This is an optimization exercise on Yosys and OpenROAD, whose aim is small area, a short achievable clock period and few clock cycles, not a production implementation. The RTL was checked by simulation tests, not by an equivalence proof against the original design. Power and IR drop assume default switching activity.

[flow/config.mk]
export PLATFORM = sky130hd
export DESIGN_NAME = spsl_core
export DESIGN_NICKNAME = spsl_core
export VERILOG_FILES = /design/flow/design.v
export SDC_FILE = /design/flow/constraint.sdc
export NUM_CORES = 4
export LEC_CHECK = 0
export CAP_MARGIN = 20
export CORE_MARGIN = 2
export CORE_UTILIZATION = 40
export SETUP_SLACK_MARGIN = 5
export SLEW_MARGIN = 20
[flow/constraint.sdc]
create_clock -name core_clock -period 10.0 [get_ports {clk}]
set_input_delay 2.0000 -clock core_clock [delete_from_list [all_inputs] [get_ports {clk}]]
set_output_delay 2.0000 -clock core_clock [all_outputs]
set_load 0.01 [all_outputs]
[flow/design.v]
module spsl_core (
    input  wire        clk,
    input  wire        rst,           
    input  wire        req_we,        
    input  wire [31:0] req_wdata,
    output wire [31:0] rsp,
    output wire        busy,
    output reg         done,
    output reg         ovr,
    output wire        mem_en,
    output wire        mem_we,
    output reg  [15:0] mem_addr,
    output reg  [7:0]  mem_wdata,
    input  wire        mem_ready,
    input  wire [7:0]  mem_rdata,
    output wire        tmr_arm,
    input  wire        tmr_exp,
    output wire        adc_on,
    output wire        conv_start,
    input  wire        conv_done,
    input  wire [15:0] conv_data,
    output reg  [2:0]  adc_sel,
    output wire [3:0]  amp_en,
    output wire        fe_pwr
);
    localparam [1:0] RC_OK = 2'd0, RC_ILLEGAL = 2'd1,
                     RC_BAD_OPERAND = 2'd2, RC_BAD_RANGE = 2'd3;
    localparam [3:0] S_IDLE  = 4'b0000,
                     S_RESP  = 4'b0001,     
                     S_CRCH  = 4'b0010,     
                     S_CRCL  = 4'b0011,     
                     S_CRCS  = 4'b0100,     
                     S_CRCR  = 4'b0101,     
                     S_FETCH = 4'b0110,
                     S_LABEL = 4'b0111,
                     S_WARM  = 4'b1000,     
                     S_TRIG  = 4'b1001,     
                     S_SAMP  = 4'b1011,     
                     S_DIV   = 4'b1100;
    reg  [3:0]  state;
    reg  [1:0]  rcode;       
    reg  [1:0]  rsp_code;
    reg  [15:0] rsp_val;
    reg  [31:0] acc;         
    reg  [15:0] cnt;         
    reg  [1:0]  fbyte;       
    reg         disp;        
    reg  [4:0]  fetch_n;     
    reg  [7:0]  slot_d0 [0:5];
    reg  [7:0]  slot_d1 [0:5];
    reg  [5:0]  slot_f;      
    reg  [5:0]  slot_l2;     
    integer i;
    wire st_crcw = (state[3:1] == 3'b001);
    wire st_mem  = !state[3] && (state[2] || state[1]);
    wire st_acq  = (state[3:2] == 2'b10);
    assign rsp      = {6'd0, rsp_code, 8'h00, rsp_val};
    assign busy     = (state != S_IDLE);
    assign mem_en   = st_mem;
    assign mem_we   = !state[3] && state[1];
    assign tmr_arm  = (state == S_WARM);
    assign adc_on   = st_acq && state[0];
    assign fe_pwr   = st_acq && disp;
    assign amp_en   = adc_on ? (4'd1 << (adc_sel[1:0] - 2'd1)) : 4'd0;
    wire        last     = (cnt == {14'd0, state == S_CRCS, 1'b1});
    wire [15:0] cnt_dec  = cnt - 16'd1;
    wire [15:0] addr_inc = mem_addr + 16'd1;
    wire [7:0]  w_opc = req_wdata[31:24];
    wire [7:0]  w_a   = req_wdata[23:16];
    wire [15:0] w_b   = req_wdata[15:0];
    wire        accept = req_we && !busy;
    wire op_send   = (w_opc == 8'h01);
    wire op_recv   = (w_opc == 8'h02);
    wire op_crc    = op_send || op_recv;
    wire op_disp   = (w_opc == 8'h10);
    wire op_fetch  = (w_opc == 8'h20);
    wire op_rreset = (w_opc == 8'h21);
    wire op_rwrite = (w_opc == 8'h22);
    wire op_label  = (w_opc == 8'h30);
    wire op_tcount = (w_opc == 8'h31);
    wire op_ttype  = (w_opc == 8'h32);
    wire op_tdur   = (w_opc == 8'h33);
    wire op_shutok = (w_opc == 8'h34);
    wire op_readch = (w_opc == 8'h40);
    wire op_known  = op_crc || op_disp || op_fetch || op_rreset || op_rwrite ||
                     op_label || op_tcount || op_ttype || op_tdur || op_shutok ||
                     op_readch;
    wire a_zero  = (w_a == 8'd0);
    wire b_zero  = (w_b == 16'd0);
    wire bh_zero = (w_b[15:8] == 8'd0);
    wire ab_zero = a_zero && b_zero;
    wire a_chan  = (w_a >= 8'd1) && (w_a <= 8'd4);
    wire a_ge3   = (w_a >= 8'd3);
    wire n_nz    = (fetch_n != 5'd0);
    wire rw_bad  = (w_a[7:4] == 4'd1 && w_b[7:0] != 8'd0) || w_a[3:0] > 4'd5 ||
                   w_a[7:4] == 4'd0 || w_a[7:4] > 4'd2;
    wire       b_top     = &w_b[15:8];
    wire [8:0] crc_s     = {1'b0, w_b[7:0]} + {1'b0, w_a};
    wire [8:0] fetch_s   = {1'b0, w_b[7:0]} + {4'd0, fetch_n};
    wire       crc_oor   = b_top && crc_s[8] && (crc_s[7:0] != 8'd0);
    wire       fetch_oor = b_top && fetch_s[8] && (fetch_s[7:0] != 8'd0);
    wire       label_oor = b_top && (&w_b[7:4]) && (w_b[3:0] != 4'd0);
    wire crc_use   = op_crc && a_ge3;
    wire fetch_use = op_fetch && a_zero && n_nz;
    wire acq_go    = (op_disp && bh_zero && a_chan) ||
                     (op_readch && a_chan && !b_zero);
    wire crc_go    = crc_use && !crc_oor;
    wire fetch_go  = fetch_use && !fetch_oor;
    wire label_go  = op_label && !label_oor;
    wire rc_range  = (crc_use && crc_oor) || (fetch_use && fetch_oor) ||
                     (op_label && label_oor);
    wire rc_oper   = (op_disp && !bh_zero) || (op_fetch && !a_zero) ||
                     ((op_rreset || op_tcount || op_shutok) && !ab_zero) ||
                     (op_rwrite && rw_bad) || ((op_ttype || op_tdur) && !b_zero) ||
                     (op_readch && !(a_chan && !b_zero));
    wire rc_ill    = !op_known;
    wire        use_b  = crc_use || fetch_use || op_label ||
                         (op_readch && a_chan && !b_zero);
    wire        rw_ok  = op_rwrite && !rw_bad;
    wire        diag   = op_disp && bh_zero && a_zero;
    wire [15:0] val_pre =
        (use_b || rw_ok) ? w_b :
        diag ? 16'hA55A :
        rc_ill ? {8'd0, w_opc} :
        rc_oper ? 16'd0 :
        op_tcount ? 16'd4 :
        op_shutok ? 16'd1 :
        op_ttype ? (a_chan ? 16'h0001 : 16'hFFFF) : 16'd0;
    wire [3:0] state_acc =
        crc_go   ? (op_send ? S_CRCS : S_CRCR) :
        fetch_go ? S_FETCH :
        label_go ? S_LABEL :
        acq_go   ? S_WARM : S_RESP;
    reg [15:0] crc_next;
    integer k;
    always @* begin
        crc_next = acc[15:0] ^ {mem_rdata, 8'h00};
        for (k = 0; k < 8; k = k + 1)
            crc_next = crc_next[15] ? ({crc_next[14:0], 1'b0} ^ 16'h1021)
                                    : {crc_next[14:0], 1'b0};
    end
    reg [2:0] cur;
    always @* begin
        cur = 3'd0;
        for (i = 5; i >= 0; i = i - 1)
            if (slot_f[i]) cur = i[2:0];
    end
    wire cur_l2   = slot_l2[cur];
    wire rec_last = fbyte[1] && (fbyte[0] || !cur_l2);    
    wire only_cur = (slot_f == (6'd1 << cur));
    reg [2:0] cur2;
    always @* begin
        cur2 = 3'd0;
        for (i = 5; i >= 0; i = i - 1)
            if (slot_f[i] && i[2:0] != cur) cur2 = i[2:0];
    end
    wire [7:0] fetch_nxt = rec_last       ? {5'd0, cur2} :
                           (fbyte == 2'd0) ? {6'd0, cur_l2, !cur_l2} :
                           (fbyte == 2'd1) ? slot_d0[cur] : slot_d1[cur];
    reg [127:0] lstr;
    always @* begin
        case (acc[2:0])
            3'd0:    lstr = "SPSL DIAGNOSTIC ";
            3'd1:    lstr = "LIGHT CHANNEL 1 ";
            3'd2:    lstr = "LIGHT CHANNEL 2 ";
            3'd3:    lstr = "LIGHT CHANNEL 3 ";
            3'd4:    lstr = "LIGHT CHANNEL 4 ";
            default: lstr = "CANNOT COMPUTE!!";
        endcase
    end
    wire [3:0] lidx       = cnt[3:0] - 4'd2;
    wire [7:0] label_byte = lstr[8*lidx +: 8];
    wire [7:0] label_b0   = a_zero ? "S" : (w_a <= 8'd4) ? "L" : "C";
    wire        st_div    = (state == S_DIV);
    wire [31:0] add_b     = st_div ? {1'b1, ~mem_addr, 15'h7FFF}
                                   : {16'd0, conv_data};
    wire [31:0] sum       = acc + add_b + {31'd0, st_div};
    wire        samp_done = (state == S_SAMP) && conv_done;
    reg more;
    assign conv_start = (state == S_TRIG) || (more && conv_done);
    wire        dv_ge  = !sum[31];
    wire [31:0] dv_nxt = dv_ge ? {sum[30:15], acc[14:0], 1'b1}
                               : {acc[30:0], 1'b0};
    wire       resp    = (state == S_RESP);
    wire       wr_disp = samp_done && last && disp;
    wire       wr_resp = resp && fbyte[0];
    wire [2:0] s_idx   = resp ? cnt[2:0] : adc_sel;
    wire [7:0] s_wd0   = resp ? mem_addr[15:8] : sum[18:11];
    wire [7:0] s_wd1   = resp ? mem_addr[7:0] : sum[10:3];
    wire       s_wl2   = !resp || cnt[3];
    wire       s_wr    = wr_disp || wr_resp;
    wire [5:0] s_we    = s_wr ? (6'd1 << s_idx) : 6'd0;
    wire [4:0] n_wr = fetch_n + {4'd0, s_wl2} +
                      (slot_f[s_idx] ? (slot_l2[s_idx] ? 5'd31 : 5'd0) : 5'd3);
    wire       n_clr = (resp && fbyte[1]) ||
                       (state == S_FETCH && mem_ready && rec_last && only_cur);
    always @(posedge clk) begin
        if (rst) begin
            state    <= S_IDLE;
            rsp_code <= RC_OK;
            rsp_val  <= 16'd0;
            done     <= 1'b0;
            ovr      <= 1'b0;
            adc_sel  <= 3'd0;
            slot_f   <= 6'd0;
            fetch_n  <= 5'd0;
            more     <= 1'b0;
        end else begin
            if (req_we && busy)
                ovr <= 1'b1;
            if (accept) begin
                done     <= 1'b0;
                state    <= state_acc;
                rcode    <= {rc_oper || rc_range, rc_ill || rc_range};
                mem_addr <= val_pre;
                fbyte    <= {op_rreset && ab_zero, rw_ok || diag};
                disp     <= op_disp;
                if (acq_go)
                    adc_sel <= w_a[2:0];
                mem_wdata <= op_fetch ? {5'd0, cur} : label_b0;
                cnt <= op_crc    ? {8'd0, w_a} :
                       op_label  ? 16'd16 :
                       op_readch ? w_b :
                       op_disp   ? 16'd8 :
                       {12'd0, w_a[5], w_a[2:0]};
                acc <= op_crc   ? 32'h0000FFFF :
                       op_label ? {29'd0, (w_a > 8'd4) ? 3'd5 : w_a[2:0]} : 32'd0;
            end
            case (state)
            S_RESP: begin
                if (fbyte[1])
                    slot_f <= 6'd0;      
                rsp_code <= rcode;
                rsp_val  <= fbyte[0] ? 16'd0 : mem_addr;
                done     <= 1'b1;
                state    <= S_IDLE;
            end
            S_CRCS, S_CRCR: begin
                if (mem_ready) begin
                    acc[15:0] <= crc_next;
                    mem_addr  <= addr_inc;
                    cnt       <= cnt_dec;
                    if (last) begin
                        if (state == S_CRCS) begin
                            mem_wdata <= crc_next[15:8];
                            state     <= S_CRCH;
                        end
                        else begin
                            rsp_code <= RC_OK;
                            rsp_val  <= {15'd0, crc_next == 16'd0};
                            done     <= 1'b1;
                            state    <= S_IDLE;
                        end
                    end
                end
            end
            S_CRCH: begin
                if (mem_ready) begin
                    mem_addr  <= addr_inc;
                    mem_wdata <= acc[7:0];
                    state     <= S_CRCL;
                end
            end
            S_CRCL: begin
                if (mem_ready) begin
                    rsp_code <= RC_OK;
                    rsp_val  <= 16'd1;
                    done     <= 1'b1;
                    state    <= S_IDLE;
                end
            end
            S_FETCH: begin
                if (mem_ready) begin
                    mem_addr  <= addr_inc;
                    mem_wdata <= fetch_nxt;
                    fbyte     <= fbyte + 2'd1;
                    if (rec_last) begin
                        slot_f[cur] <= 1'b0;
                        fbyte       <= 2'd0;
                        if (only_cur) begin
                            rsp_code <= RC_OK;
                            rsp_val  <= {11'd0, fetch_n};
                            done     <= 1'b1;
                            state    <= S_IDLE;
                        end
                    end
                end
            end
            S_LABEL: begin
                if (mem_ready) begin
                    mem_addr  <= addr_inc;
                    mem_wdata <= label_byte;
                    cnt       <= cnt_dec;
                    if (last) begin
                        rsp_code <= RC_OK;
                        rsp_val  <= 16'd16;
                        done     <= 1'b1;
                        state    <= S_IDLE;
                    end
                end
            end
            S_WARM: begin
                if (tmr_exp)
                    state <= S_TRIG;
            end
            S_TRIG: begin
                state <= S_SAMP;
                more  <= !last;
            end
            S_SAMP: begin
                if (conv_done) begin
                    acc  <= sum;
                    cnt  <= cnt_dec;
                    more <= !last && (cnt != 16'd2);
                    if (last) begin
                        cnt <= 16'd16;
                        if (disp) begin
                            rsp_code <= RC_OK;
                            rsp_val  <= 16'd1;
                            done     <= 1'b1;
                            state    <= S_IDLE;
                        end else
                            state <= S_DIV;
                    end
                end
            end
            S_DIV: begin
                acc <= dv_nxt;
                cnt <= cnt_dec;
                if (last) begin
                    rsp_code <= RC_OK;
                    rsp_val  <= dv_nxt[15:0];
                    done     <= 1'b1;
                    state    <= S_IDLE;
                end
            end
            default: ;
            endcase
            for (i = 0; i < 6; i = i + 1)
                if (s_we[i]) begin
                    slot_f[i]  <= 1'b1;
                    slot_l2[i] <= s_wl2;
                end
            if (s_wr)
                fetch_n <= n_wr;
            else if (n_clr)
                fetch_n <= 5'd0;
        end
        for (i = 0; i < 6; i = i + 1)
            if (s_we[i]) begin
                slot_d0[i] <= s_wd0;
                slot_d1[i] <= s_wd1;
            end
    end
endmodule
[flow/run.sh]
#!/bin/bash
# synth_recipe.tcl (not shown) runs the flow's synth.tcl, then flattens the netlist and writes it again
# the make line also repeats each setting of config.mk as NAME=value (left out here)
make -C /OpenROAD-flow-scripts/flow DESIGN_CONFIG=/design/flow/config.mk WORK_HOME=/design/flow/orfs CLKGATE_MAP_FILE= SYNTH_SCRIPT=/design/flow/synth_recipe.tcl finish
==> metrics.csv, run 1 <==
stage;metric;value;unit
sta;worst-slew-pin-transition;1.11;ns
worst_setup_path;crit_type;in2reg;
worst_setup_path;slowest_delay;0.63;ns
finish;utilization;47.1;%
cts;cts_buffer_depth;3;
logic_synthesis;synth_top_family_by_area;compound AO/OA/AOI/OAI gates;
detailed_routing;wire_per_inst;23.6;um
finish;nNetsFinal;1989;
cts;clk_pin_slew;0.05;ns
place;place_area;17300;um2
worst_setup_path;cp_num_buf_inv;1;
die;rows;72;
power;p_int;1.81;mW
finish;layout_commonest_cell;nand2_1;
power;p_per_area;145;nW/um2
worst_setup_path;arrival;5.22;ns
detailed_routing;wl;56500;um
worst_setup_path;r2r_slack;5.32;ns
worst_setup_path;cp.required;10.28;ns
power;finalPower;2.64;mW
detailed_routing;drtPass1Iterations;5;
finish;design_area;18200;um2
place;place_congestion;0.945;
power;p_sw_share;31.4;%
global_routing;grt_pass1_vias;14200;
sta;setup_ws;5.06;ns
logic_synthesis;synth_compound_area_share;25.5;%
cts;cts_tree;built;
logic_synthesis;muxShareOfSynthArea;2.82;%
logic_synthesis;synth_top_area_share;34.2;%
finish;n_antenna_cell;0;
place;dp_hpwl;41100;um
power;p_switching;0.828;mW
worst_setup_path;path_cells;clkdlybuf4s50_1, or3_1, or4b_4, nand2b_1, a31oi_1, mux2i_1, a221oi_2, o21ai_1, a311oi_2, o21ai_1;
logic_synthesis;synth_warnings;3;
sta;fmax;0.203;GHz
logic_synthesis;synth_async_sr_flop_share;0;%
min_path;hold-path-endpoint;rsp_val[4];
worst_setup_path;path_common_cell;o21ai_1;
logic_synthesis;seq_area_frac_synth;39.2;%
cts;numCtsBuffers;26;
worst_setup_path;worst_path_max_delay_cell;or4b_4;
die;core-area;38700;um2
sta;rsz0062_at_grt;no;
sta;relSlewSlack;25.2;%
logic_synthesis;synth-edff-count;179;
logic_synthesis;synth_seq_cells;218;
finish;multi_input_comb_area;9020;um2
detailed_routing;drtIter0Drc;1647;
worst_setup_path;rr_worst_depth;15;
die;die_h;202;um
power;power_leakage;6.60;nW
detailed_routing;ant_nets;0;
cts;cts_sinks;218;
sta;drv_slew;0;
logic_synthesis;synth.largest_area_cell;edfxtp_1;
logic_synthesis;synth_ff_type;edfxtp_1;
die;ioPinCount;134;
die;dieArea;40900;um2
logic_synthesis;avgSynthCellArea;8.79;um2
die;start_util;40.5;%
global_routing;grt-ovfl-total;0;
run;drv_cap;0;
power;ir_drop;0.109;mV
worst_setup_path;r2r-start;slot_f[3];
logic_synthesis;synth_area_leaders;edfxtp_1, ha_1, o21ai_0, dfxtp_1, nand2_1;
place;dp_slack;4.25;ns
min_path;min_from;rsp_val[4];
finish;final_cell_mix;nand2_1, nor2_1, edfxtp_1, o21ai_0, a21oi_1;
die;die-width;202;um
logic_synthesis;synth_fa_ha_area_share;5.87;%
power;clockPowerShare;34.9;%
global_routing;grt_usage;27.1;%
worst_setup_path;crit_family;simple AND/OR/NAND/NOR gates;
sta;finalHoldViolations;0;
detailed_routing;viasPerCell;6.25;
worst_setup_path;reg2reg_to;state[3];
global_routing;antenna_found_initial;1;
run_status;status;finished clean;
finish;final_cells;2395;
sta;skew;0.0247;ns
worst_setup_path;critPathLaunchType;input pin;
power;p_seq_share;43.0;%
finish;n_fill_cell;3811;
finish;areaGrowthSynthToFinish;16.1;%
finish;final-seq-area;6160;um2
sta;period_share;49.4;%
logic_synthesis;synth_area;15700;um2
power;combPwrFrac;22.0;%
global_routing;grt_max_degree;64;
cts;clock_latency;0.56;ns
min_path;min_path_cells;2;
detailed_routing;vias;15000;
finish;drive_gt1_share;6.13;%
sta;fin_crit;4.94;ns
logic_synthesis;yosys.area_share.simple;18.1;%
worst_setup_path;crit_fanout;6;
place;place_inst;2346;
detailed_routing;drc_errors;0;
sta;tns;0;ns
place;io_buffers;119;
cts;cts_root_buf;clkbuf_16;
sta;finalSetupViolations;0;
global_routing;grt_pass1_wl;86400;um
logic_synthesis;syn_inst;1786;
worst_setup_path;end_kind;flip-flop;
cts;htree_levels;1;
logic_synthesis;netlist-cell-type-count;83;
sta;holdWs;0.509;ns
min_path;hold_path.class;reg2reg;
logic_synthesis;synth_xor_area_share;4.13;%
-- logic make-up (layout without fill, tap and decap cells) --
family          after synthesis  after routing
mux                          41             41
simple gates                605            605
compound gates              610            610
flops                       218            218
fa+ha+maj                    70             70
other cells                   1             14
xor+xnor                     74             74
buf+inv                     167            245
-- worst max-delay path by stage --
stage / from / endpoint / slack (ns) / cells past startpoint
global route: conv_data[0] / acc[30] / 4.99 / 14
floorplan: conv_data[1] / acc[31] / 5.16 / 13
CTS: req_wdata[1] / mem_addr[3] / 5.00 / 9
global placement: req_wdata[25] / mem_wdata[1] / 4.20 / 10
finish: req_wdata[23] / mem_wdata[1] / 5.06 / 10
detailed placement: req_wdata[25] / mem_wdata[1] / 4.25 / 10
-- power by group through the flow --
stage	registers (mW)	clock network (mW)	logic (mW)
finish	1.13	0.921	0.581
global route	1.14	0.967	0.632
CTS	1.13	0.933	0.570
detailed placement	1.15	0	0.566
global placement	1.15	0	0.558
floorplan	1.12	0	0.362
-- layer usage --
layer / share of wire (%) / wire [um] / global-route usage (%)
met1: 42 / 24000 / 37.7
met2: 46 / 25700 / 43.2
met3: 8.9 / 5010 / 4.22
met4: 3.2 / 1790 / 9.07
met5: 0 / 0 / 0
-- synth_stat cells (all sizes together) (10+ instances only) --
| master | count |
|---|---|
| inv | 47 |
| nor2b | 10 |
| or4 | 10 |
| a21oi | 134 |
| a31oi | 21 |
| ha | 64 |
| clkbuf | 85 |
| and3 | 23 |
| nand3 | 37 |
| a21o | 24 |
| nand2 | 189 |
| xor2 | 31 |
| a22oi | 44 |
| xnor2 | 43 |
| nor3 | 42 |
| o21ai | 168 |
| or3 | 15 |
| nand2b | 37 |
| nand4 | 15 |
| dfxtp | 39 |
| a211oi | 23 |
| o21a | 11 |
| mux2i | 33 |
| buf | 32 |
| o211ai | 35 |
| a221oi | 27 |
| o22ai | 21 |
| a221o | 19 |
| nor4 | 13 |
| nor2 | 181 |
| edfxtp | 179 |
-- registers in the layout, indices dropped and copies added (netlist names), 5 cells and up --
name and flops:
acc 32, mem_addr 16, cnt 16, mem_wdata 8, slot_d1 48, rsp_val 16, slot_d0 48, fetch_n 5
slot_f 6, slot_l2 6
-- area by class of cell --
type / count / share of cell area [%]
Multi-Input combinational cell: 1414 / 49.5
Inverter: 50 / 1.06
Sequential cell: 218 / 33.8
Clock buffer: 42 / 4.01
Timing Repair Buffer: 147 / 7.69
Tap cell: 518 / 3.56
Clock inverter: 6 / 0.412
-- worst register-to-register path, delay by kind of cell, from the launching register on --
kind	cells	cell delay (ns)
buffers and inverters	2	0.22
AOI/OAI and AO/OA	8	2.30
adders and majority gates	2	0.64
DFF	1	0.46
and+or+nand+nor	3	0.92
-- what timing repair did --
item                                    in CTS  in global routing
gates resized for setup                     13                 18
pin swaps                                    0                  1
hold buffers                                 0                  0
endpoints found under the setup margin      14                 57
buffers inserted                             0                  1
Testbench counts, summed over its fixed seeds: cycles 26,948.
==> inputs of run 2 (changes only) <==
==> flow/flow/run.sh (new file) <==
#!/bin/bash
# The standard layout (the standard.sh: ORFS synthesis to finish, unchanged),
# except that the port buffers ORFS inserts before global placement are
# sky130_fd_sc_hd__buf_1 cells instead of the default clkdlybuf4s50_1.
set -euo pipefail
export BUFFER_PORTS_ARGS="-buffer_cell sky130_fd_sc_hd__buf_1"
bash standard.sh > standard.log 2>&1
==> flow/standard.sh (new file) <==
#!/bin/bash
# synth_recipe.tcl (not shown) runs the flow's synth.tcl, then flattens the netlist and writes it again
# the make line also repeats each setting of config.mk as NAME=value (left out here)
make -C /OpenROAD-flow-scripts/flow DESIGN_CONFIG=/design/flow/config.mk WORK_HOME=/design/flow/orfs CLKGATE_MAP_FILE= SYNTH_SCRIPT=/design/flow/synth_recipe.tcl "${@:-finish}"
--- a/flow/config.mk
+++ b/flow/config.mk
@@ -8,5 +8,6 @@
 export CAP_MARGIN = 20
 export CORE_MARGIN = 2
 export CORE_UTILIZATION = 40
+export CTS_BUF_LIST = sky130_fd_sc_hd__clkbuf_8
 export SETUP_SLACK_MARGIN = 5
 export SLEW_MARGIN = 20
removed: flow/run.sh
==> run 2 against run 1 <==
  * Clock power decreased by 8.7%
  * Die area did not move
  * Global-route usage grew 0.36 points
  * Sequential cell count unchanged
  * Total power decreased by 4.3%
  * Cell count is 1.1% higher
  * Count of clock-buffer cells in the layout is 2 higher
  * Combinational power shrank 5.7%
  * Maximum frequency is 2.4% higher
  * Critical endpoint is now conv_start
  * Highest routed layer unchanged
==> metrics.csv, run 2 <==
stage;metric;value;unit
global_routing;grt-ovfl-total;0;
finish;layout_commonest_cell;nand2_1;
global_routing;grt_pass1_wl;87300;um
global_routing;grt_usage;27.5;%
finish;areaGrowthSynthToFinish;11.1;%
logic_synthesis;netlist-cell-type-count;83;
cts;htree_levels;2;
cts;clock_latency;0.58;ns
finish;design_area;17400;um2
die;die-width;202;um
detailed_routing;drtPass1Iterations;5;
sta;finalSetupViolations;0;
logic_synthesis;synth_ff_type;edfxtp_1;
die;die_h;202;um
place;place_congestion;0.951;
logic_synthesis;seq_area_frac_synth;39.2;%
cts;cts_root_buf;clkbuf_8;
die;start_util;40.5;%
finish;nNetsFinal;2007;
logic_synthesis;synth_commonest_cells;nand2_1, nor2_1, edfxtp_1;
power;p_per_area;145;nW/um2
sta;relSlewSlack;28.1;%
sta;tns;0;ns
global_routing;grt_max_degree;69;
global_routing;antenna_found_initial;0;
min_path;hold_path.class;reg2reg;
worst_setup_path;cp.required;8.00;ns
detailed_routing;viasPerCell;6.20;
worst_setup_path;arrival;2.82;ns
worst_setup_path;path_common_cell;buf_1;
die;core-area;38700;um2
place;dp_slack;4.39;ns
worst_setup_path;critPathLaunchType;input pin;
place;dp_hpwl;41200;um
die;ioPinCount;134;
worst_setup_path;slowest_delay;0.29;ns
sta;skew;0.0299;ns
worst_setup_path;crit_family;buffers and inverters;
worst_setup_path;worst_path_max_delay_cell;o22ai_1;
logic_synthesis;synth_seq_cells;218;
worst_setup_path;crit_fanout;4;
detailed_routing;wire_per_inst;23.6;um
place;place_area;16600;um2
sta;period_share;48.2;%
cts;cts_buffer_depth;3;
finish;n_antenna_cell;0;
detailed_routing;vias;15000;
sta;drv_slew;0;
logic_synthesis;syn_inst;1786;
die;rows;72;
logic_synthesis;yosysMostFrequentCell;nand2_1;
logic_synthesis;synth_area_leaders;edfxtp_1, ha_1, o21ai_0, dfxtp_1, nand2_1;
sta;setup_ws;5.18;ns
run_status;status;finished clean;
cts;cts_sinks;218;
finish;final_cell_mix;nand2_1, nor2_1, edfxtp_1, o21ai_0, a21oi_1;
finish;reg.largest.list;slot_d0 x48, slot_d1 x48, acc x32;
worst_setup_path;cp_num_buf_inv;3;
worst_setup_path;end_kind;output port;
logic_synthesis;synth-edff-count;179;
die;dieArea;40900;um2
detailed_routing;ant_nets;0;
logic_synthesis;synth_top_area_share;34.2;%
logic_synthesis;avgSynthCellArea;8.79;um2
cts;cts_tree;built;
detailed_routing;drc_errors;0;
logic_synthesis;synth.largest_area_cell;edfxtp_1;
logic_synthesis;synth_warnings;3;
sta;worst-slew-pin-transition;1.07;ns
power;power_leakage;6.34;nW
worst_setup_path;crit_type;in2out;
cts;clk_pin_slew;0.06;ns
power;finalPower;2.52;mW
sta;rsz0062_at_grt;no;
sta;fmax;0.207;GHz
sta;finalHoldViolations;0;
global_routing;grt_pass1_vias;14300;
detailed_routing;wl;57200;um
logic_synthesis;synth_area;15700;um2
sta;fin_crit;4.82;ns
run;drv_cap;0;
worst_setup_path;path_cells;buf_1, inv_1, o22ai_1, buf_1;
finish;drive_gt1_share;6.51;%
detailed_routing;drtIter0Drc;1661;
logic_synthesis;synth_async_sr_flop_share;0;%
cts;numCtsBuffers;41;
place;io_buffers;119;
power;ir_drop;0.0988;mV
==> run 2: cell counts after synthesis <==
No cell type changed its count.
==> run 2: final cells by class <==
type	instances	area (um2)
clock inverter	28	159
timing repair buffer	149	677
multi-input combinational	1415	9000
clock buffer	44	606
inverter	50	189
fill	3865	21300
tap	518	648
sequential	218	6160
==> run 2: through the flow <==
step / utilization [%] / std cells / hold WS [ns]
after detailed placement: 42.8 / 2345 / 0.478
after CTS: 44.8 / 2418 / 0.489
final: 45.0 / 2422 / 0.485
after floorplan: - / 1799 / 0.491
after global routing: 45.0 / 2422 / 0.515
after global placement: 42.8 / 2345 / 0.471
==> run 2: per-layer routing <==
layer / routed length, um / GRT usage [%] / vias up
li1: - / - / 6925
met1: 24200 / 37.9 / 7248
met2: 26300 / 43.9 / 732
met3: 4820 / 4.35 / 115
met4: 1950 / 9.54 / 0
met5: 0 / 0 / -
==> run 2: worst reg2reg max path, delay by kind of cell, from the launching register on <==
kind,cells,cell delay (ns)
flops,1,0.45
xor+xnor,1,0.17
compound gates,4,1.54
simple gates,4,0.75
fa+ha+maj,2,0.71
buf+inv,4,0.87
==> run 2: worst paths after layout <==
kind / from / endpoint / slack [ns] / cells after the start
max: conv_done / conv_start / 5.18 / 4
min: rsp_code[0] / rsp_code[0] / 0.49 / 2
max reg2reg: state[1] / slot_d0[5][1] / 5.20 / 15
min reg2reg: rsp_code[0] / rsp_code[0] / 0.49 / 2
==> run 2: report_power, final <==
group / internal [mW] / switching (mW) / leakage (nW)
registers: 1.06 / 0.0687 / 2.01
logic: 0.183 / 0.365 / 3.89
clock network: 0.435 / 0.406 / 0.446
==> run 2: cells by family (layout without fill, tap and decap cells) <==
logic type | Yosys count | in the layout | share of synthesized area [%]
AOI/OAI and AO/OA | 610 | 611 | 25.5
and+or+nand+nor | 605 | 605 | 18.1
DFF | 218 | 218 | 39.2
buffers and inverters | 167 | 271 | 4.43
xor gates and xnor gates | 74 | 74 | 4.13
adders and majority gates | 70 | 70 | 5.87
muxes | 41 | 41 | 2.82
other | 1 | 14 | 0.0239
==> run 2: repair_timing <==
item	4_1_cts	5_1_grt
gates cloned	1	0
resized for setup	6	10
endpoints found under the setup margin	49	40
hold buffers	0	0
buffers inserted	0	4
pin swaps	1	2
==> inputs of run 3 (changes only) <==
--- a/flow/config.mk
+++ b/flow/config.mk
@@ -8,6 +8,5 @@
 export CAP_MARGIN = 20
 export CORE_MARGIN = 2
 export CORE_UTILIZATION = 40
-export CTS_BUF_LIST = sky130_fd_sc_hd__clkbuf_8
 export SETUP_SLACK_MARGIN = 5
 export SLEW_MARGIN = 20
==> run 3 against run 2 <==
  * Global-route usage shrank 0.40 points
  * Worst setup slack better by 0.028 ns
  * Count of clock-buffer cells in the layout is 12 lower
  * Register-to-register slack better by 0.06 ns
  * Clock skew is 0.0073 ns lower
  * Sequential share of layout area down 0.13 points
  * Routed wire length down 0.78%
  * Total power is 3.0% higher
  * Die area unchanged
  * Cell count decreased by 1.0%
  * Synthesized area stayed put
  * Core utilization rose by 0.15 points
==> metrics.csv, run 3 <==
stage;metric;value;unit
run_status;status;finished clean;
cts;cts_buffer_depth;3;
worst_setup_path;r2r_slack;5.26;ns
worst_setup_path;arrival;4.96;ns
logic_synthesis;synth_commonest_cells;nand2_1, nor2_1, edfxtp_1;
finish;design_area;17500;um2
sta;fin_crit;4.79;ns
cts;cts_tree;built;
sta;relSlewSlack;24.7;%
worst_setup_path;path_common_cell;nand2_1;
power;p_per_area;149;nW/um2
global_routing;grt_max_degree;69;
sta;rsz0062_at_grt;no;
detailed_routing;ant_nets;0;
logic_synthesis;synth_seq_cells;218;
sta;skew;0.0226;ns
cts;cts_sinks;218;
logic_synthesis;syn_inst;1786;
sta;finalSetupViolations;0;
place;dp_hpwl;41200;um
finish;drive_gt1_share;6.12;%
worst_setup_path;end_kind;flip-flop;
logic_synthesis;synth_top_area_share;34.2;%
finish;nNetsFinal;1992;
sta;drv_slew;0;
cts;htree_levels;1;
logic_synthesis;synth_area_leaders;edfxtp_1, ha_1, o21ai_0, dfxtp_1, nand2_1;
die;die_h;202;um
detailed_routing;drtIter0Drc;1527;
detailed_routing;wire_per_inst;23.7;um
min_path;hold_path.class;reg2reg;
logic_synthesis;avgSynthCellArea;8.79;um2
power;power_leakage;6.30;nW
worst_setup_path;rr_worst_depth;15;
die;core-area;38700;um2
place;place_area;16600;um2
global_routing;grt_usage;27.1;%
global_routing;grt_pass1_vias;14100;
worst_setup_path;reg2reg_to;slot_d0[1][1];
logic_synthesis;yosysMostFrequentCell;nand2_1;
logic_synthesis;synth_async_sr_flop_share;0;%
finish;reg.largest.list;slot_d0 x48, slot_d1 x48, acc x32;
detailed_routing;wl;56700;um
cts;cts_root_buf;clkbuf_16;
cts;clock_latency;0.56;ns
die;die-width;202;um
logic_synthesis;netlist-cell-type-count;83;
min_path;hold-path-endpoint;rsp_code[0];
finish;n_antenna_cell;0;
detailed_routing;drc_errors;0;
logic_synthesis;synth-edff-count;179;
sta;worst-slew-pin-transition;1.12;ns
place;place_congestion;0.951;
min_path;min_from;rsp_code[0];
worst_setup_path;slowest_delay;0.59;ns
power;ir_drop;0.112;mV
worst_setup_path;critPathLaunchType;input pin;
min_path;min_path_cells;2;
logic_synthesis;synth_warnings;3;
global_routing;grt-ovfl-total;0;
die;dieArea;40900;um2
logic_synthesis;synth.largest_area_cell;edfxtp_1;
worst_setup_path;worst_path_max_delay_cell;nand2_1;
sta;tns;0;ns
finish;areaGrowthSynthToFinish;11.4;%
worst_setup_path;cp.required;10.17;ns
die;start_util;40.5;%
worst_setup_path;crit_type;in2reg;
logic_synthesis;synth_ff_type;edfxtp_1;
cts;hold_buffers;0;
place;io_buffers;119;
logic_synthesis;seq_area_frac_synth;39.2;%
cts;numCtsBuffers;25;
logic_synthesis;synth_area;15700;um2
sta;fmax;0.209;GHz
place;place_inst;2345;
die;ioPinCount;134;
finish;layout_commonest_cell;nand2_1;
sta;period_share;47.9;%
detailed_routing;drtPass1Iterations;5;
worst_setup_path;r2r-start;state[0];
detailed_routing;vias;14900;
sta;finalHoldViolations;0;
global_routing;grt_pass1_wl;86400;um
finish;final_cells;2397;
cts;clk_pin_slew;0.06;ns
worst_setup_path;path_cells;buf_1, nand2_1, nor2_1, a22o_1, nand2_1, or3_1, inv_1;
worst_setup_path;crit_fanout;20;
detailed_routing;viasPerCell;6.21;
finish;final_cell_mix;nand2_1, nor2_1, edfxtp_1, o21ai_0, a21oi_1;
run;drv_cap;0;
die;rows;72;
global_routing;antenna_found_initial;0;
power;finalPower;2.60;mW
finish;utilization;45.2;%
-- run 3: cell counts after synthesis --
No cell type changed its count.
-- run 3: report_power, final --
part	internal (mW)	switching, mW
clock network	0.526	0.392
registers	1.06	0.0685
logic	0.183	0.366
-- run 3: cell type report --
| type | instances | area (um2) |
|---|---|---|
| Clock buffer | 32 | 702 |
| Multi-Input combinational cell | 1415 | 9000 |
| Timing Repair Buffer | 150 | 688 |
| Sequential cell | 218 | 6160 |
| Clock inverter | 14 | 116 |
| Fill cell | 3841 | 21200 |
| Inverter | 50 | 189 |
| Tap cell | 518 | 648 |
-- run 3: worst max path at each step --
stage / slack (ns) / start / endpoint
floorplan: 5.16 / conv_data[1] / acc[31]
global placement: 4.49 / state[1] / acc[31]
detailed placement: 4.39 / state[0] / acc[21]
CTS: 4.95 / state[0] / acc[30]
global route: 5.02 / req_wdata[1] / mem_addr[3]
finish: 5.21 / conv_done / slot_d0[3][4]
-- run 3: cell families (layout without fill, tap and decap cells) --
| kind of cell | count (synthesis) | after routing | synth area share [%] |
|---|---|---|---|
| AND/OR/NAND/NOR | 605 | 605 | 18.1 |
| flip-flops | 218 | 218 | 39.2 |
| adder cells (fa/ha/maj) | 70 | 70 | 5.87 |
| multiplexers | 41 | 41 | 2.82 |
| other | 1 | 14 | 0.0239 |
| XOR/XNOR | 74 | 74 | 4.13 |
| buffers and inverters | 167 | 246 | 4.43 |
| AO/OA/AOI/OAI | 610 | 611 | 25.5 |
-- run 3: repair_timing --
action / CTS / global route
gates cloned: 1 / 0
endpoints found under the setup margin: 49 / 40
gates resized for setup: 4 / 12
setup buffers: 0 / 5
pin swaps: 1 / 1
-- run 3: stage by stage --
step / hold slack (ns) / worst slack (ns)
3_5_place_dp: 0.478 / 4.39
5_1_grt: 0.515 / 5.02
4_1_cts: 0.490 / 4.95
6_report: 0.491 / 5.21
2_1_floorplan: 0.491 / 5.16
3_3_place_gp: 0.471 / 4.49
-- run 3: worst max-delay path: cells and delay by family --
family	cells	cell delay, ns
AO/OA/AOI/OAI	1	0.53
buffers and inverters	2	0.75
AND/OR/NAND/NOR	4	1.67
-- run 3: metal layers --
| layer | part of all wire [%] | vias up | routed length (um) | global-route usage (%) |
|---|---|---|---|---|
| met5 | 0 | - | 0 | 0 |
| met4 | 2.9 | 0 | 1630 | 8.06 |
| met3 | 7.2 | 99 | 4070 | 3.45 |
| met2 | 46 | 645 | 26200 | 43.7 |
| met1 | 44 | 7261 | 24900 | 38.0 |
| li1 | - | 6892 | - | - |
==> inputs of run 4 (changes only) <==
--- a/flow/flow/run.sh
+++ b/flow/flow/run.sh
@@ -4,4 +4,5 @@
 # sky130_fd_sc_hd__buf_1 cells instead of the default clkdlybuf4s50_1.
 set -euo pipefail
 export BUFFER_PORTS_ARGS="-buffer_cell sky130_fd_sc_hd__buf_1"
+export SETUP_SLACK_MARGIN=5.5
 bash standard.sh > standard.log 2>&1
--- a/flow/config.mk
+++ b/flow/config.mk
@@ -8,5 +8,4 @@
 export CAP_MARGIN = 20
 export CORE_MARGIN = 2
 export CORE_UTILIZATION = 40
-export SETUP_SLACK_MARGIN = 5
 export SLEW_MARGIN = 20
==> run 4 against run 3 <==
  * Core utilization up 1.1 points
  * Worst setup slack better by 0.33 ns
  * Combinational power grew 2%
  * Sequential power is essentially flat
  * Non-clock buffer count grew 14
  * Maximum frequency increased by 7.3%
  * Register-to-register slack improved by 0.36 ns
  * Sequential cell count unchanged
  * Worst hold slack lost 0.019 ns
  * Synthesized cell count unchanged
  * First-iteration DRC count rose by 9.1%
  * Critical endpoint is now conv_start
  * Largest cell class unchanged
  * Largest power group unchanged
==> metrics.csv, run 4 <==
stage;metric;value;unit
run_status;status;finished clean;
global_routing;grt_usage;26.9;%
cts;clock_latency;0.55;ns
sta;skew;0.0113;ns
logic_synthesis;synth_ff_type;edfxtp_1;
detailed_routing;viasPerCell;6.29;
detailed_routing;wire_per_inst;23.5;um
worst_setup_path;cp.required;8.00;ns
sta;finalSetupViolations;0;
cts;cts_root_buf;clkbuf_16;
place;io_buffers;119;
finish;reg.largest.list;slot_d0 x48, slot_d1 x48, acc x32;
finish;layout_commonest_cell;nand2_1;
worst_setup_path;rr_worst_depth;18;
logic_synthesis;synth-edff-count;179;
global_routing;grt_max_degree;80;
sta;rsz0062_at_grt;yes;
logic_synthesis;synth_warnings;3;
sta;tns;0;ns
worst_setup_path;critPathLaunchType;input pin;
sta;period_share;44.7;%
power;power_leakage;6.41;nW
logic_synthesis;synth_seq_cells;218;
place;dp_hpwl;40600;um
worst_setup_path;r2r-start;state[1];
sta;fin_crit;4.47;ns
min_path;hold-path-endpoint;rsp_code[1];
die;ioPinCount;134;
cts;clk_pin_slew;0.06;ns
worst_setup_path;end_kind;output port;
global_routing;grt_pass1_vias;14200;
worst_setup_path;arrival;2.47;ns
worst_setup_path;crit_family;buffers and inverters;
finish;nNetsFinal;2006;
die;die_h;202;um
cts;cts_tree;built;
detailed_routing;wl;56700;um
finish;drive_gt1_share;8.61;%
logic_synthesis;yosysMostFrequentCell;nand2_1;
cts;htree_levels;1;
detailed_routing;drtPass1Iterations;8;
run;drv_cap;0;
logic_synthesis;synth_commonest_cells;nand2_1, nor2_1, edfxtp_1;
global_routing;antenna_found_initial;2;
cts;cts_sinks;218;
worst_setup_path;slowest_delay;0.16;ns
worst_setup_path;worst_path_max_delay_cell;o22ai_4;
logic_synthesis;synth_area;15700;um2
worst_setup_path;path_cells;buf_6, inv_4, o22ai_4, buf_2;
logic_synthesis;synth.largest_area_cell;edfxtp_1;
sta;relSlewSlack;27.5;%
detailed_routing;drtIter0Drc;1666;
sta;finalHoldViolations;0;
power;p_per_area;148;nW/um2
sta;drv_slew;0;
cts;hold_buffers;0;
sta;worst-slew-pin-transition;1.09;ns
detailed_routing;drc_errors;0;
die;dieArea;40900;um2
die;die-width;202;um
die;core-area;38700;um2
place;place_congestion;0.961;
logic_synthesis;synth_async_sr_flop_share;0;%
logic_synthesis;netlist-cell-type-count;83;
die;start_util;40.5;%
logic_synthesis;synth_area_leaders;edfxtp_1, ha_1, o21ai_0, dfxtp_1, nand2_1;
logic_synthesis;avgSynthCellArea;8.79;um2
worst_setup_path;r2r_slack;5.62;ns
power;ir_drop;0.115;mV
worst_setup_path;crit_type;in2out;
min_path;min_from;rsp_code[1];
detailed_routing;ant_nets;0;
finish;areaGrowthSynthToFinish;14.0;%
global_routing;grt_pass1_wl;86300;um
logic_synthesis;seq_area_frac_synth;39.2;%
detailed_routing;vias;15200;
die;rows;72;
sta;fmax;0.224;GHz
power;finalPower;2.65;mW
worst_setup_path;reg2reg_to;acc[31];
logic_synthesis;synth_top_area_share;34.2;%
cts;cts_buffer_depth;3;
min_path;min_path_cells;2;
min_path;hold_path.class;reg2reg;
worst_setup_path;cp_num_buf_inv;3;
cts;numCtsBuffers;25;
finish;final_cell_mix;nand2_1, edfxtp_1, nor2_1, o21ai_0, a21oi_1;
worst_setup_path;crit_fanout;4;
logic_synthesis;syn_inst;1786;
global_routing;grt-ovfl-total;0;
==> run 4: kinds of logic after synthesis <==
kind of cell,Yosys count,synth area share (%)
compound gates,610,25.5
simple gates,605,18.1
flops,218,39.2
buf+inv,167,4.43
xor+xnor,74,4.13
fa+ha+maj,70,5.87
mux,41,2.82
other cells,1,0.0239
==> run 4: layer usage <==
layer	track usage, %	up-vias	part of all wire, %
met5	0	-	0
met4	9.28	0	3.6
met3	3.50	136	8.0
met2	43.2	764	46
met1	37.4	7359	43
li1	-	6931	-
==> run 4: power by group <==
group / leakage (nW) / switching, mW / internal (mW)
clock: 0.409 / 0.393 / 0.564
sequential: 2.01 / 0.0738 / 1.06
combinational: 4.00 / 0.365 / 0.193
total: 6.41 / 0.832 / 1.82
==> run 4: area by class of cell <==
type / count / area, um2
Clock buffer: 28 / 637
Fill cell: 3832 / 20800
Antenna cell: 3 / 7.51
Tap cell: 518 / 648
Inverter: 50 / 203
Clock inverter: 18 / 206
Sequential cell: 218 / 6160
Timing Repair Buffer: 164 / 838
Multi-Input combinational cell: 1415 / 9200
==> run 4: timing repair <==
item                       4_1_cts  5_1_grt
gates cloned                     1        0
pin swaps                        4       12
buffers inserted                 7       11
gates resized for setup         29       50
setup endpoints to repair      174      124
==> run 4: worst max path at each step <==
| stage | startpoint | endpoint | slack, ns | cells past startpoint |
|---|---|---|---|---|
| 2_1_floorplan | req_wdata[0] | mem_addr[3] | 5.47 | 9 |
| 3_3_place_gp | state[0] | acc[31] | 4.37 | 16 |
| 3_5_place_dp | state[0] | acc[21] | 4.26 | 15 |
| 4_1_cts | conv_data[0] | acc[31] | 5.49 | 14 |
| 5_1_grt | state[1] | acc[31] | 5.44 | 18 |
| 6_report | conv_done | conv_start | 5.53 | 4 |
==> run 4: worst min-delay path, delay by kind of cell (launching register included) <==
family	cells	cell delay, ns
flip-flops	1	0.31
AO/OA/AOI/OAI	1	0.05
AND/OR/NAND/NOR	1	0.06
==> run 4: metrics by stage <==
stage	utilization [%]	cell area (um2)	worst slack, ns	hold WS (ns)	instances
after floorplan	-	15800	5.47	0.491	1799
after global placement	42.8	16600	4.37	0.460	2346
after detailed placement	42.8	16600	4.26	0.464	2346
after CTS	45.4	17600	5.49	0.477	2400
after global routing	46.2	17900	5.44	0.505	2412
final	46.2	17900	5.53	0.472	2414
==> inputs of run 5 (changes only) <==
--- a/flow/design.v
+++ b/flow/design.v
@@ -194,6 +194,55 @@
                       (slot_f[s_idx] ? (slot_l2[s_idx] ? 5'd31 : 5'd0) : 5'd3);
     wire       n_clr = (resp && fbyte[1]) ||
                        (state == S_FETCH && mem_ready && rec_last && only_cur);
+    wire st_crcrd = (state[3:1] == 3'b010);                
+    wire st_samp  = (state == S_SAMP);
+    wire rdy_mem  = st_mem && mem_ready;
+    wire post_resp  = resp;
+    wire post_crcr  = (state == S_CRCR) && mem_ready && last;
+    wire post_crcl  = (state == S_CRCL) && mem_ready;
+    wire post_fetch = (state == S_FETCH) && mem_ready && rec_last && only_cur;
+    wire post_label = (state == S_LABEL) && mem_ready && last;
+    wire post_disp  = samp_done && last && disp;
+    wire post_div   = st_div && last;
+    wire post       = post_resp || post_crcr || post_crcl || post_fetch ||
+                      post_label || post_disp || post_div;
+    wire [15:0] post_val =
+        ({16{post_resp}}  & (fbyte[0] ? 16'd0 : mem_addr)) |
+        ({16{post_crcr}}  & {15'd0, crc_next == 16'd0}) |
+        ({16{post_crcl || post_disp}} & 16'd1) |
+        ({16{post_fetch}} & {11'd0, fetch_n}) |
+        ({16{post_label}} & 16'd16) |
+        ({16{post_div}}   & dv_nxt[15:0]);
+    wire [15:0] cnt_acc = op_crc    ? {8'd0, w_a} :
+                          op_label  ? 16'd16 :
+                          op_readch ? w_b :
+                          op_disp   ? 16'd8 :
+                          {12'd0, w_a[5], w_a[2:0]};
+    wire [31:0] acc_acc = op_crc   ? 32'h0000FFFF :
+                          op_label ? {29'd0, (w_a > 8'd4) ? 3'd5 : w_a[2:0]} : 32'd0;
+    wire        acc_en  = accept || (st_crcrd && mem_ready) || samp_done || st_div;
+    wire [31:0] acc_d   = ({32{accept}}   & acc_acc) |
+                          ({32{st_crcrd}} & {acc[31:16], crc_next}) |
+                          ({32{st_samp}}  & sum) |
+                          ({32{st_div}}   & dv_nxt);
+    wire        cnt_en  = accept || (st_crcrd && mem_ready) ||
+                          ((state == S_LABEL) && mem_ready) || samp_done || st_div;
+    wire [15:0] cnt_d   = accept ? cnt_acc :
+                          (st_samp && last) ? 16'd16 : cnt_dec;
+    wire        addr_en = accept || rdy_mem;
+    wire [15:0] addr_d  = accept ? val_pre : addr_inc;
+    wire        wd_en   = accept || rdy_mem;
+    wire [7:0]  wd_d    = ({8{accept}} & (op_fetch ? {5'd0, cur} : label_b0)) |
+                          ({8{st_crcrd}} & crc_next[15:8]) |
+                          ({8{state == S_CRCH}} & acc[7:0]) |
+                          ({8{state == S_FETCH}} & fetch_nxt) |
+                          ({8{state == S_LABEL}} & label_byte);
+    always @(posedge clk) begin
+        if (acc_en)  acc       <= acc_d;
+        if (cnt_en)  cnt       <= cnt_d;
+        if (addr_en) mem_addr  <= addr_d;
+        if (wd_en)   mem_wdata <= wd_d;
+    end
     always @(posedge clk) begin
         if (rst) begin
             state    <= S_IDLE;
@@ -208,132 +257,52 @@
         end else begin
             if (req_we && busy)
                 ovr <= 1'b1;
+            if (post) begin
+                rsp_code <= post_resp ? rcode : RC_OK;
+                rsp_val  <= post_val;
+                done     <= 1'b1;
+                state    <= S_IDLE;
+            end
             if (accept) begin
-                done     <= 1'b0;
-                state    <= state_acc;
-                rcode    <= {rc_oper || rc_range, rc_ill || rc_range};
-                mem_addr <= val_pre;
-                fbyte    <= {op_rreset && ab_zero, rw_ok || diag};
-                disp     <= op_disp;
+                done  <= 1'b0;
+                state <= state_acc;
+                rcode <= {rc_oper || rc_range, rc_ill || rc_range};
+                fbyte <= {op_rreset && ab_zero, rw_ok || diag};
+                disp  <= op_disp;
                 if (acq_go)
                     adc_sel <= w_a[2:0];
-                mem_wdata <= op_fetch ? {5'd0, cur} : label_b0;
-                cnt <= op_crc    ? {8'd0, w_a} :
-                       op_label  ? 16'd16 :
-                       op_readch ? w_b :
-                       op_disp   ? 16'd8 :
-                       {12'd0, w_a[5], w_a[2:0]};
-                acc <= op_crc   ? 32'h0000FFFF :
-                       op_label ? {29'd0, (w_a > 8'd4) ? 3'd5 : w_a[2:0]} : 32'd0;
             end
             case (state)
-            S_RESP: begin
+            S_RESP:
                 if (fbyte[1])
                     slot_f <= 6'd0;      
-                rsp_code <= rcode;
-                rsp_val  <= fbyte[0] ? 16'd0 : mem_addr;
-                done     <= 1'b1;
-                state    <= S_IDLE;
-            end
-            S_CRCS, S_CRCR: begin
-                if (mem_ready) begin
-                    acc[15:0] <= crc_next;
-                    mem_addr  <= addr_inc;
-                    cnt       <= cnt_dec;
-                    if (last) begin
-                        if (state == S_CRCS) begin
-                            mem_wdata <= crc_next[15:8];
-                            state     <= S_CRCH;
-                        end
-                        else begin
-                            rsp_code <= RC_OK;
-                            rsp_val  <= {15'd0, crc_next == 16'd0};
-                            done     <= 1'b1;
-                            state    <= S_IDLE;
-                        end
-                    end
-                end
-            end
-            S_CRCH: begin
-                if (mem_ready) begin
-                    mem_addr  <= addr_inc;
-                    mem_wdata <= acc[7:0];
-                    state     <= S_CRCL;
-                end
-            end
-            S_CRCL: begin
+            S_CRCS:
+                if (mem_ready && last)
+                    state <= S_CRCH;
+            S_CRCH:
+                if (mem_ready)
+                    state <= S_CRCL;
+            S_FETCH:
                 if (mem_ready) begin
-                    rsp_code <= RC_OK;
-                    rsp_val  <= 16'd1;
-                    done     <= 1'b1;
-                    state    <= S_IDLE;
-                end
-            end
-            S_FETCH: begin
-                if (mem_ready) begin
-                    mem_addr  <= addr_inc;
-                    mem_wdata <= fetch_nxt;
-                    fbyte     <= fbyte + 2'd1;
+                    fbyte <= fbyte + 2'd1;
                     if (rec_last) begin
                         slot_f[cur] <= 1'b0;
                         fbyte       <= 2'd0;
-                        if (only_cur) begin
-                            rsp_code <= RC_OK;
-                            rsp_val  <= {11'd0, fetch_n};
-                            done     <= 1'b1;
-                            state    <= S_IDLE;
-                        end
-                    end
-                end
-            end
-            S_LABEL: begin
-                if (mem_ready) begin
-                    mem_addr  <= addr_inc;
-                    mem_wdata <= label_byte;
-                    cnt       <= cnt_dec;
-                    if (last) begin
-                        rsp_code <= RC_OK;
-                        rsp_val  <= 16'd16;
-                        done     <= 1'b1;
-                        state    <= S_IDLE;
                     end
                 end
-            end
-            S_WARM: begin
+            S_WARM:
                 if (tmr_exp)
                     state <= S_TRIG;
-            end
             S_TRIG: begin
                 state <= S_SAMP;
                 more  <= !last;
             end
-            S_SAMP: begin
+            S_SAMP:
                 if (conv_done) begin
-                    acc  <= sum;
-                    cnt  <= cnt_dec;
                     more <= !last && (cnt != 16'd2);
-                    if (last) begin
-                        cnt <= 16'd16;
-                        if (disp) begin
-                            rsp_code <= RC_OK;
-                            rsp_val  <= 16'd1;
-                            done     <= 1'b1;
-                            state    <= S_IDLE;
-                        end else
-                            state <= S_DIV;
-                    end
+                    if (last && !disp)
+                        state <= S_DIV;
                 end
-            end
-            S_DIV: begin
-                acc <= dv_nxt;
-                cnt <= cnt_dec;
-                if (last) begin
-                    rsp_code <= RC_OK;
-                    rsp_val  <= dv_nxt[15:0];
-                    done     <= 1'b1;
-                    state    <= S_IDLE;
-                end
-            end
             default: ;
             endcase
             for (i = 0; i < 6; i = i + 1)
--- a/flow/flow/run.sh
+++ b/flow/flow/run.sh
@@ -4,5 +4,4 @@
 # sky130_fd_sc_hd__buf_1 cells instead of the default clkdlybuf4s50_1.
 set -euo pipefail
 export BUFFER_PORTS_ARGS="-buffer_cell sky130_fd_sc_hd__buf_1"
-export SETUP_SLACK_MARGIN=5.5
 bash standard.sh > standard.log 2>&1
--- a/flow/config.mk
+++ b/flow/config.mk
@@ -8,4 +8,6 @@
 export CAP_MARGIN = 20
 export CORE_MARGIN = 2
 export CORE_UTILIZATION = 40
+export CTS_BUF_LIST = sky130_fd_sc_hd__clkbuf_4
+export SETUP_SLACK_MARGIN = 5
 export SLEW_MARGIN = 20
==> run 5 against run 4 <==
  * First-iteration DRC count decreased by 2.8%
  * Clock skew increased by 0.026 ns
  * Sequential power about the same
  * Cell count decreased by 7.2%
  * Still clean
  * Largest cell class unchanged
  * Via count decreased by 10%
  * Synthesized area decreased by 4.9%
==> metrics.csv, run 5 <==
stage;metric;value;unit
run_status;status;finished clean;
logic_synthesis;synth_commonest_cells;edfxtp_1, nand2_1, nor2_1;
power;power_leakage;6.02;nW
sta;relSlewSlack;31.1;%
finish;drive_gt1_share;8.93;%
detailed_routing;ant_nets;0;
detailed_routing;drtPass1Iterations;9;
power;ir_drop;0.0808;mV
worst_setup_path;end_kind;flip-flop;
global_routing;grt_pass1_wl;77100;um
worst_setup_path;crit_fanout;42;
die;dieArea;38900;um2
finish;utilization;45.0;%
worst_setup_path;r2r_slack;5.22;ns
worst_setup_path;crit_start;state[2];
worst_setup_path;reg2reg_to;slot_d0[1][1];
die;die-width;197;um
detailed_routing;wl;50700;um
global_routing;grt_usage;25.9;%
finish;final_cells;2240;
sta;fin_crit;4.78;ns
global_routing;grt_pass1_vias;13200;
worst_setup_path;r2r-start;state[2];
detailed_routing;viasPerCell;6.10;
place;io_buffers;119;
finish;layout_commonest_cell;edfxtp_1;
die;core-area;36700;um2
cts;numCtsBuffers;61;
cts;clk_pin_slew;0.06;ns
sta;finalHoldViolations;0;
sta;fmax;0.209;GHz
place;place_area;15700;um2
logic_synthesis;synth_ff_type;edfxtp_1;
worst_setup_path;cp.required;10.45;ns
power;combPwrFrac;20.8;%
logic_synthesis;synth_top_area_share;36.0;%
finish;reg.largest.list;slot_d0 x48, slot_d1 x48, acc x32;
cts;cts_root_buf;clkbuf_4;
cts;cts_sinks;218;
worst_setup_path;critPathLaunchType;flip-flop;
power;clockPowerShare;33.3;%
logic_synthesis;synth_async_sr_flop_share;0;%
min_path;hold_path.class;reg2reg;
sta;drv_slew;0;
place;dp_hpwl;36600;um
sta;tns;0;ns
logic_synthesis;yosysMostFrequentCell;edfxtp_1;
logic_synthesis;synth_warnings;3;
die;die_h;197;um
global_routing;grt_max_degree;46;
cts;clock_latency;0.80;ns
cts;htree_levels;2;
worst_setup_path;arrival;5.24;ns
power;p_per_area;151;nW/um2
logic_synthesis;synth_area;14900;um2
sta;finalSetupViolations;0;
power;p_sw_share;32.9;%
detailed_routing;drc_errors;0;
finish;n_fill_cell;3617;
finish;design_area;16500;um2
finish;nNetsFinal;1856;
worst_setup_path;rr_worst_depth;15;
sta;rsz0062_at_grt;no;
logic_synthesis;avgSynthCellArea;9.28;um2
logic_synthesis;synth-edff-count;179;
cts;cts_tree;built;
power;p_seq_share;45.8;%
sta;worst-slew-pin-transition;1.03;ns
global_routing;grt-ovfl-total;0;
power;p_int;1.67;mW
finish;final_cell_mix;edfxtp_1, nand2_1, nor2_1, a21oi_1, buf_1;
logic_synthesis;synth_area_leaders;edfxtp_1, ha_1, dfxtp_1, nand2_1, a21oi_1;
die;rows;70;
power;finalPower;2.49;mW
logic_synthesis;seq_area_frac_synth;41.2;%
die;ioPinCount;134;
logic_synthesis;synth.largest_area_cell;edfxtp_1;
detailed_routing;vias;13700;
global_routing;antenna_found_initial;2;
sta;period_share;47.8;%
power;p_switching;0.820;mW
place;place_congestion;0.963;
finish;areaGrowthSynthToFinish;10.6;%
place;place_inst;2127;
logic_synthesis;syn_inst;1610;
run;drv_cap;0;
sta;skew;0.0375;ns
cts;cts_buffer_depth;3;
worst_setup_path;critPathCapture;slot_d0[1][1];
logic_synthesis;synth_seq_cells;218;
worst_setup_path;crit_type;reg2reg;
die;start_util;40.7;%
detailed_routing;drtIter0Drc;1619;
logic_synthesis;netlist-cell-type-count;88;
detailed_routing;wire_per_inst;22.6;um
-- run 5: cell types whose count changed in the layout (fill, tap and decap cells not counted), sizes merged, moves of 10 or more --
cell / previous run / this run
a211oi: 24 / 13
nor3: 42 / 30
nand2: 189 / 177
nor2: 181 / 149
xor2: 31 / 41
inv: 44 / 60
a221o: 19 / 8
a21oi: 134 / 120
o21ai: 168 / 101
o221ai: 8 / 22
buf: 161 / 137
o211ai: 35 / 22
clkbuf: 31 / 95
-- run 5: worst max-delay path: stages, from the launching register on --
cell,delay (ns)
dfxtp_1,0.67
and3_1,0.24
buf_4,0.32
clkinv_1,0.23
buf_6,0.26
fa_1,0.48
inv_1,0.10
fa_1,0.21
a21o_1,0.17
a221o_1,0.23
nand3_1,0.12
o21bai_1,0.21
a21oi_1,0.10
o21bai_1,0.15
xnor2_1,0.14
o21ai_0,0.81
-- run 5: final cells by class --
type	count	area, um2	area share (%)
Tap cell	468	586	3.55
Multi-Input combinational cell	1244	8160	49.4
Inverter	61	229	1.39
Antenna cell	2	5.00	0.0303
Clock inverter	15	73.8	0.447
Clock buffer	94	706	4.27
Timing Repair Buffer	138	594	3.60
Sequential cell	218	6160	37.3
-- run 5: stage by stage --
step / setup slack, ns / hold slack (ns)
2_1_floorplan: 5.03 / 0.460
3_3_place_gp: 4.33 / 0.447
3_5_place_dp: 4.23 / 0.454
4_1_cts: 5.02 / 0.469
5_1_grt: 5.01 / 0.506
6_report: 5.22 / 0.466
-- run 5: worst min path at each step --
stage | cells past startpoint | startpoint | to
floorplan | 2 | more | more
global placement | 2 | ovr | ovr
detailed placement | 2 | ovr | ovr
CTS | 2 | ovr | ovr
global route | 2 | rcode[0] | rsp_code[0]
finish | 2 | ovr | ovr
-- run 5: power by group through the flow --
| stage | Sequential [mW] | Combinational, mW | Clock, mW |
|---|---|---|---|
| detailed placement | 1.16 | 0.507 | 0 |
| global placement | 1.16 | 0.502 | 0 |
| CTS | 1.14 | 0.511 | 0.848 |
| finish | 1.14 | 0.518 | 0.830 |
| floorplan | 1.12 | 0.360 | 0 |
| global route | 1.14 | 0.570 | 0.897 |
-- run 5: logic make-up after synthesis --
| group | share of synthesized area, % |
|---|---|
| AND/OR/NAND/NOR | 16.9 |
| AO/OA/AOI/OAI | 22.6 |
| flip-flops | 41.2 |
| buffers and inverters | 4.63 |
| XOR/XNOR | 5.40 |
| adder cells (fa/ha/maj) | 6.17 |
| multiplexers | 3.05 |
| other | 0.0251 |
-- run 5: per-layer routing --
| metal | vias to the layer above | track usage [%] | share of wire, % |
|---|---|---|---|
| met5 | - | 0 | 0.026 |
| met4 | 2 | 12.0 | 4.3 |
| met3 | 139 | 5.14 | 8.4 |
| met2 | 622 | 41.5 | 46 |
| met1 | 6581 | 33.7 | 42 |
| li1 | 6314 | - | - |
-- run 5: what timing repair did --
action	4_1_cts	5_1_grt
hold buffers	0	0
resized for setup	1	7
buffers inserted	2	0
endpoints found under the setup margin	24	47
Testbench counts of run 5, summed over its fixed seeds: cycles 26,948.
==> inputs of run 6 (changes only) <==
--- a/flow/config.mk
+++ b/flow/config.mk
@@ -8,6 +8,5 @@
 export CAP_MARGIN = 20
 export CORE_MARGIN = 2
 export CORE_UTILIZATION = 40
-export CTS_BUF_LIST = sky130_fd_sc_hd__clkbuf_4
 export SETUP_SLACK_MARGIN = 5
 export SLEW_MARGIN = 20
==> run 6 against run 5 <==
  * Count of clock-buffer cells in the layout down 55
  * Synthesized area unchanged
  * Clock skew down 0.027 ns
  * Global-route usage down 0.27 points
  * Routed wire length down 0.23%
  * Critical endpoint is now slot_d0[5][3]
  * Largest cell class unchanged
  * Highest routed layer unchanged
==> metrics.csv, run 6 <==
stage;metric;value;unit
logic_synthesis;synth_top_area_share;36.0;%
logic_synthesis;avgSynthCellArea;9.28;um2
detailed_routing;ant_nets;0;
logic_synthesis;yosys.area_share.simple;16.9;%
finish;layout_commonest_cell;edfxtp_1;
place;io_buffers;119;
die;die-width;197;um
detailed_routing;wl;50600;um
die;rows;70;
cts;cts_root_buf;clkbuf_16;
place;dp_hpwl;36600;um
worst_setup_path;path_cells;buf_1, nor2_1, fa_1, inv_1, fa_1, a21o_1, a221o_1, nand4_1, nand2_1, xnor2_1, o21ai_0;
place;place_inst;2127;
cts;htree_levels;1;
finish;drive_gt1_share;5.56;%
logic_synthesis;netlist-cell-type-count;88;
global_routing;grt-ovfl-total;0;
place;place_congestion;0.963;
power;power_leakage;5.93;nW
run_status;status;finished clean;
min_path;hold-path-endpoint;ovr;
worst_setup_path;critPathLaunchType;input pin;
detailed_routing;drtPass1Iterations;8;
detailed_routing;drtIter0Drc;1423;
logic_synthesis;synth_top_family_by_area;compound AO/OA/AOI/OAI gates;
finish;final_cell_mix;edfxtp_1, nand2_1, nor2_1, a21oi_1, buf_1;
run;drv_cap;0;
sta;relSlewSlack;30.6;%
finish;nNetsFinal;1821;
min_path;min_path_cells;2;
worst_setup_path;cp.required;10.21;ns
sta;fin_crit;4.78;ns
detailed_routing;viasPerCell;6.21;
sta;skew;0.0109;ns
worst_setup_path;r2r-start;state[3];
logic_synthesis;synth_commonest_cells;edfxtp_1, nand2_1, nor2_1;
min_path;hold_path.class;reg2reg;
worst_setup_path;end_kind;flip-flop;
logic_synthesis;synth_area_leaders;edfxtp_1, ha_1, dfxtp_1, nand2_1, a21oi_1;
detailed_routing;wire_per_inst;23.2;um
logic_synthesis;seq_area_frac_synth;41.2;%
cts;cts_sinks;218;
global_routing;grt_pass1_vias;13000;
sta;tns;0;ns
logic_synthesis;synth_xor_area_share;5.40;%
logic_synthesis;synth_ff_type;edfxtp_1;
place;place_area;15700;um2
sta;drv_slew;0;
global_routing;grt_max_degree;46;
logic_synthesis;synth_compound_area_share;22.6;%
logic_synthesis;synth.largest_area_cell;edfxtp_1;
min_path;min_from;ovr;
worst_setup_path;crit_fanout;6;
cts;numCtsBuffers;26;
worst_setup_path;crit_type;in2reg;
cts;cts_tree;built;
worst_setup_path;slowest_delay;0.82;ns
logic_synthesis;synth_fa_ha_area_share;6.17;%
logic_synthesis;muxShareOfSynthArea;3.05;%
detailed_routing;drc_errors;0;
worst_setup_path;arrival;4.99;ns
sta;finalHoldViolations;0;
logic_synthesis;synth-edff-count;179;
finish;reg.largest.list;slot_d0 x48, slot_d1 x48, acc x32;
sta;finalSetupViolations;0;
detailed_routing;vias;13500;
logic_synthesis;synth_area;14900;um2
die;ioPinCount;134;
finish;areaGrowthSynthToFinish;10.7;%
sta;period_share;47.8;%
worst_setup_path;rr_worst_depth;14;
die;start_util;40.7;%
cts;cts_buffer_depth;3;
cts;clock_latency;0.55;ns
sta;rsz0062_at_grt;no;
worst_setup_path;worst_path_max_delay_cell;o21ai_0;
global_routing;antenna_found_initial;4;
worst_setup_path;path_common_cell;fa_1;
finish;final_cells;2178;
logic_synthesis;synth_async_sr_flop_share;0;%
sta;worst-slew-pin-transition;1.03;ns
worst_setup_path;r2r_slack;5.29;ns
power;ir_drop;0.122;mV
worst_setup_path;reg2reg_to;acc[24];
cts;clk_pin_slew;0.06;ns
power;p_per_area;155;nW/um2
logic_synthesis;syn_inst;1610;
sta;fmax;0.209;GHz
global_routing;grt_usage;25.6;%
logic_synthesis;synth_seq_cells;218;
cts;hold_buffers;0;
finish;design_area;16500;um2
logic_synthesis;yosysMostFrequentCell;edfxtp_1;
die;die_h;197;um
die;core-area;36700;um2
global_routing;grt_pass1_wl;76900;um
die;dieArea;38900;um2
logic_synthesis;synth_warnings;3;
## run 6: changes by cell type in the layout (fill, tap and decap cells not counted), moves of 2 or more
cell and delta:
clkbuf_4 -94, clkbuf_16 +26, clkbuf_1 +12, clkinv_1 -9, clkinv_2 +2, o21ai_0 -2
## run 6: per-layer routing
metal / track usage (%) / share of wire [%] / up-vias / routed length [um]
met1: 34.0 / 43 / 6582 / 21500
met5: 0 / 0.059 / - / 30
met2: 41.6 / 46 / 599 / 23300
met4: 10.2 / 4.2 / 4 / 2110
li1: - / - / 6199 / -
met3: 4.29 / 7.2 / 142 / 3650
## run 6: kinds of logic (layout without fill, tap and decap cells)
logic type	Yosys count	in the layout
compound gates	498	498
xor+xnor	90	90
fa+ha+maj	70	70
buf+inv	161	247
flops	218	218
mux	42	42
other cells	1	15
simple gates	530	530
## run 6: worst max path at each step
stage                   from       endpoint  slack [ns]  depth (start not counted)
2_1_floorplan  conv_data[14]        acc[24]        5.03                         11
6_report        conv_data[0]  slot_d0[5][3]        5.22                         11
3_3_place_gp    conv_data[0]        acc[24]        4.33                         12
3_5_place_dp    conv_data[0]        acc[24]        4.23                         12
5_1_grt             state[1]        acc[24]        5.02                         17
4_1_cts             state[0]        acc[24]        5.02                         16
## run 6: layout make-up
| cell class | count | area, um2 |
|---|---|---|
| diodes | 1 | 2.50 |
| clock buffers | 39 | 709 |
| clock inverters | 9 | 83.8 |
| fillers | 3601 | 20200 |
| inverters | 61 | 229 |
| multi-input cells | 1244 | 8170 |
| flip-flops and latches | 218 | 6160 |
| well taps | 468 | 586 |
| repair buffers | 138 | 594 |
## run 6: critical path, delay by kind of cell
kind | cells | cell delay, ns
simple gates | 3 | 0.51
buf+inv | 2 | 0.19
fa+ha+maj | 2 | 0.68
compound gates | 3 | 1.40
xor+xnor | 1 | 0.20
## run 6: timing repair
item	4_1_cts	5_1_grt
setup buffers	2	0
endpoints found under the setup margin	26	47
gates resized for setup	1	11
pin swaps	0	0
## run 6: per-stage QoR
stage | worst slack, ns | total power, mW | hold slack [ns] | util (%)
6_report | 5.22 | 2.57 | 0.466 | 45.0
5_1_grt | 5.02 | 2.67 | 0.513 | 45.0
4_1_cts | 5.02 | 2.57 | 0.467 | 45.0
3_5_place_dp | 4.23 | 1.67 | 0.454 | 42.8
3_3_place_gp | 4.33 | 1.66 | 0.447 | 42.8
2_1_floorplan | 5.03 | 1.48 | 0.460 | -
## run 6: report_power, final
part | total, mW | leakage, nW | internal, mW | switching [mW]
clock | 0.905 | 0.380 | 0.516 | 0.389
combinational | 0.520 | 3.56 | 0.175 | 0.345
sequential | 1.14 | 2.00 | 1.07 | 0.0742

Check on run 6: ideal ports give 5.221 ns setup slack; a clkbuf_16 on the clock port and buf_2 on the inputs give 5.255 ns; moving port delays by the midpoint clock arrival (0.607 ns) as well gives 4.649 ns.
